Background: an optimization exercise with open tools, aiming at a short achievable clock period and few clock cycles. Do not read the settings as production practice. Function was checked by simulation only, so behaviour that the tests miss may differ from the original. No activity file was given, so power comes from the tool's default toggle rates.

==> flow/design.v (excerpt) <==
module solar16_core (
    input  wire        clk,
    input  wire        rst,           
    input  wire [16:0] prog_len,      
    output wire        imem_req,
    output wire [15:0] imem_addr,
    input  wire        imem_ack,
    input  wire [31:0] imem_rdata,
    output wire        dmem_req,
    output wire        dmem_we,
    output wire [15:0] dmem_addr,
    output wire [7:0]  dmem_wdata,
    input  wire        dmem_ack,
    input  wire [7:0]  dmem_rdata,
    output wire        in_req,
    input  wire        in_ack,
    input  wire        in_eof,
    input  wire [20:0] in_char,
    output reg         out_valid,
    output reg  [7:0]  out_data,
    output wire [1:0]  run_state,     
    output reg  [2:0]  fault_cause,
    output reg  [16:0] fault_pc,
    output reg  [7:0]  fault_opcode,
    output reg  [7:0]  fault_operand,
    output wire [16:0] pc_out,
    output wire        z_out,
    input  wire [3:0]  dbg_sel,
    output wire [15:0] dbg_reg
);
    localparam OP_ADD  = 8'h00, OP_SUB  = 8'h01, OP_MUL  = 8'h02;
    localparam OP_RADD = 8'h03, OP_RSUB = 8'h04, OP_RMUL = 8'h05;
    localparam OP_MOV  = 8'h10, OP_LD   = 8'h11, OP_ST   = 8'h12, OP_CLR = 8'h13;
    localparam OP_JMP  = 8'h20, OP_JZ   = 8'h21, OP_JNZ  = 8'h22, OP_HALT = 8'h23;
    localparam OP_CMP  = 8'h30;
    localparam OP_AND  = 8'h40, OP_NOT  = 8'h41, OP_OR   = 8'h42, OP_XOR = 8'h43;
    localparam OP_SHL  = 8'h44, OP_SHR  = 8'h45;
    localparam OP_CLZ  = 8'hF0, OP_NOP  = 8'hFF;
    localparam F_ILLEGAL  = 3'd1, F_MISALIGN = 3'd2, F_OUTOFPROG = 3'd3, F_BADREG = 3'd4;
    localparam ST_RUN = 2'd0, ST_HALT = 2'd1, ST_FAULT = 2'd2;
    localparam D_FAULT = 0,    
               D_U1    = 1,    
               D_U2    = 2,    
               D_ADD   = 3,    
               D_SUB   = 4,    
               D_MUL   = 5,    
               D_AND   = 6,
               D_OR    = 7,
  ...
Size in the first run: ~8700 cells after synthesis, roughly 210 I/O pins, roughly 71000 µm² of cells after synthesis.
==> module solar16_dbg_mux, before the edit <==
module solar16_dbg_mux (
    input  wire [15:0] r0, r1, r2, r3, r4, r5, r6, r7,
    input  wire [15:0] r8, r9, r10, r11, r12, r13, r14, r15,
    input  wire [3:0]  sel,
    output wire [15:0] q
);
    wire [3:0] lo, hi;
    solar16_dec2 u_dlo (.s(sel[1:0]), .y(lo));
    solar16_dec2 u_dhi (.s(sel[3:2]), .y(hi));
    wire [15:0] g0, g1, g2, g3;
    solar16_ao4 u_g0 (.e(lo), .a(r0),  .b(r1),  .c(r2),  .d(r3),  .y(g0));
    solar16_ao4 u_g1 (.e(lo), .a(r4),  .b(r5),  .c(r6),  .d(r7),  .y(g1));
    solar16_ao4 u_g2 (.e(lo), .a(r8),  .b(r9),  .c(r10), .d(r11), .y(g2));
    solar16_ao4 u_g3 (.e(lo), .a(r12), .b(r13), .c(r14), .d(r15), .y(g3));
    solar16_ao4 u_q  (.e(hi), .a(g0),  .b(g1),  .c(g2),  .d(g3),  .y(q));
endmodule
==> module solar16_ao4, before the edit <==
module solar16_ao4 (
    input  wire [3:0]  e,
    input  wire [15:0] a, b, c, d,
    output wire [15:0] y
);
    assign y = ({16{e[0]}} & a) | ({16{e[1]}} & b) | ({16{e[2]}} & c) | ({16{e[3]}} & d);
endmodule
clock: 10.0 ns
lec_check: 0
cap_margin: 20
core_margin: 2
core_utilization: 45
place_density: 0.65
setup_slack_margin: 4.9
slew_margin: 20
synth_hierarchical: 1
run.sh (not shown) runs the stock make flow with config.mk's settings and CLKGATE_MAP_FILE= SYNTH_SCRIPT=/design/flow/synth_recipe.tcl, a recipe that flattens the netlist after the stock synthesis.
Testbench counts at the start, summed over its fixed seeds: cycles 31,255.
Change:
--- a/flow/design.v
+++ b/flow/design.v
@@ -607,10 +607,28 @@
     input  wire [3:0]  sel,
     output wire [15:0] q
 );
+    genvar k;
+    generate
+        for (k = 0; k < 4; k = k + 1) begin : sl
+            solar16_dbg_slice u_sl (
+                .r0(r0[4*k+3:4*k]),   .r1(r1[4*k+3:4*k]),   .r2(r2[4*k+3:4*k]),   .r3(r3[4*k+3:4*k]),
+                .r4(r4[4*k+3:4*k]),   .r5(r5[4*k+3:4*k]),   .r6(r6[4*k+3:4*k]),   .r7(r7[4*k+3:4*k]),
+                .r8(r8[4*k+3:4*k]),   .r9(r9[4*k+3:4*k]),   .r10(r10[4*k+3:4*k]), .r11(r11[4*k+3:4*k]),
+                .r12(r12[4*k+3:4*k]), .r13(r13[4*k+3:4*k]), .r14(r14[4*k+3:4*k]), .r15(r15[4*k+3:4*k]),
+                .sel(sel), .q(q[4*k+3:4*k]));
+        end
+    endgenerate
+endmodule
+module solar16_dbg_slice (
+    input  wire [3:0] r0, r1, r2, r3, r4, r5, r6, r7,
+    input  wire [3:0] r8, r9, r10, r11, r12, r13, r14, r15,
+    input  wire [3:0] sel,
+    output wire [3:0] q
+);
     wire [3:0] lo, hi;
     solar16_dec2 u_dlo (.s(sel[1:0]), .y(lo));
     solar16_dec2 u_dhi (.s(sel[3:2]), .y(hi));
-    wire [15:0] g0, g1, g2, g3;
+    wire [3:0] g0, g1, g2, g3;
     solar16_ao4 u_g0 (.e(lo), .a(r0),  .b(r1),  .c(r2),  .d(r3),  .y(g0));
     solar16_ao4 u_g1 (.e(lo), .a(r4),  .b(r5),  .c(r6),  .d(r7),  .y(g1));
     solar16_ao4 u_g2 (.e(lo), .a(r8),  .b(r9),  .c(r10), .d(r11), .y(g2));
@@ -621,11 +639,11 @@
     assign y = {s[1] & s[0], s[1] & ~s[0], ~s[1] & s[0], ~s[1] & ~s[0]};
 endmodule
 module solar16_ao4 (
-    input  wire [3:0]  e,
-    input  wire [15:0] a, b, c, d,
-    output wire [15:0] y
+    input  wire [3:0] e,
+    input  wire [3:0] a, b, c, d,
+    output wire [3:0] y
 );
-    assign y = ({16{e[0]}} & a) | ({16{e[1]}} & b) | ({16{e[2]}} & c) | ({16{e[3]}} & d);
+    assign y = ({4{e[0]}} & a) | ({4{e[1]}} & b) | ({4{e[2]}} & c) | ({4{e[3]}} & d);
 endmodule
 module solar16_mul_tree (input wire [15:0] a, input wire [15:0] b, output wire [15:0] s, output wire [15:0] c);
     wire [16:0] bb = {b, 1'b0};
The changed run finished but fails on antenna violations.
Via count goes up by 0.80%.
Worst hold slack got worse by 23 ps.
Routed wire length stays flat.
Clock power goes down by about 1%.
Utilization goes down by 0.49 points.
Testbench counts after the change, summed over its fixed seeds: cycles 31,255.

re-timing with driven ports:
How much do the figures lean on ideal ports? The routed layouts below were timed once more, with nothing changed but the port constraints.
Step 1: set_driving_cell puts a clkbuf_16 on clk and a buf_2 on each other input, an assumption about the parent block.
Step 2 moves the port delays by t, midway between the first and last clock arrival at a register: inputs arrive t later, outputs are due t later. That takes back most of the time a late clock gives input paths.
Three values: ideal ports, drivers, drivers and shift; two values: the first two.
run	t, ns	setup slack, ns	hold WS [ns]
the first run	0.901	4.425 / 4.369 / 3.917	0.392 / 0.392 / 0.392
the second run	0.879	4.731 / 4.434 / 3.948	0.369 / 0.369 / 0.369
For the second run, which loses most, drivers alone change the setup slack by -0.297 ns; drivers and shift together by -0.783 ns.
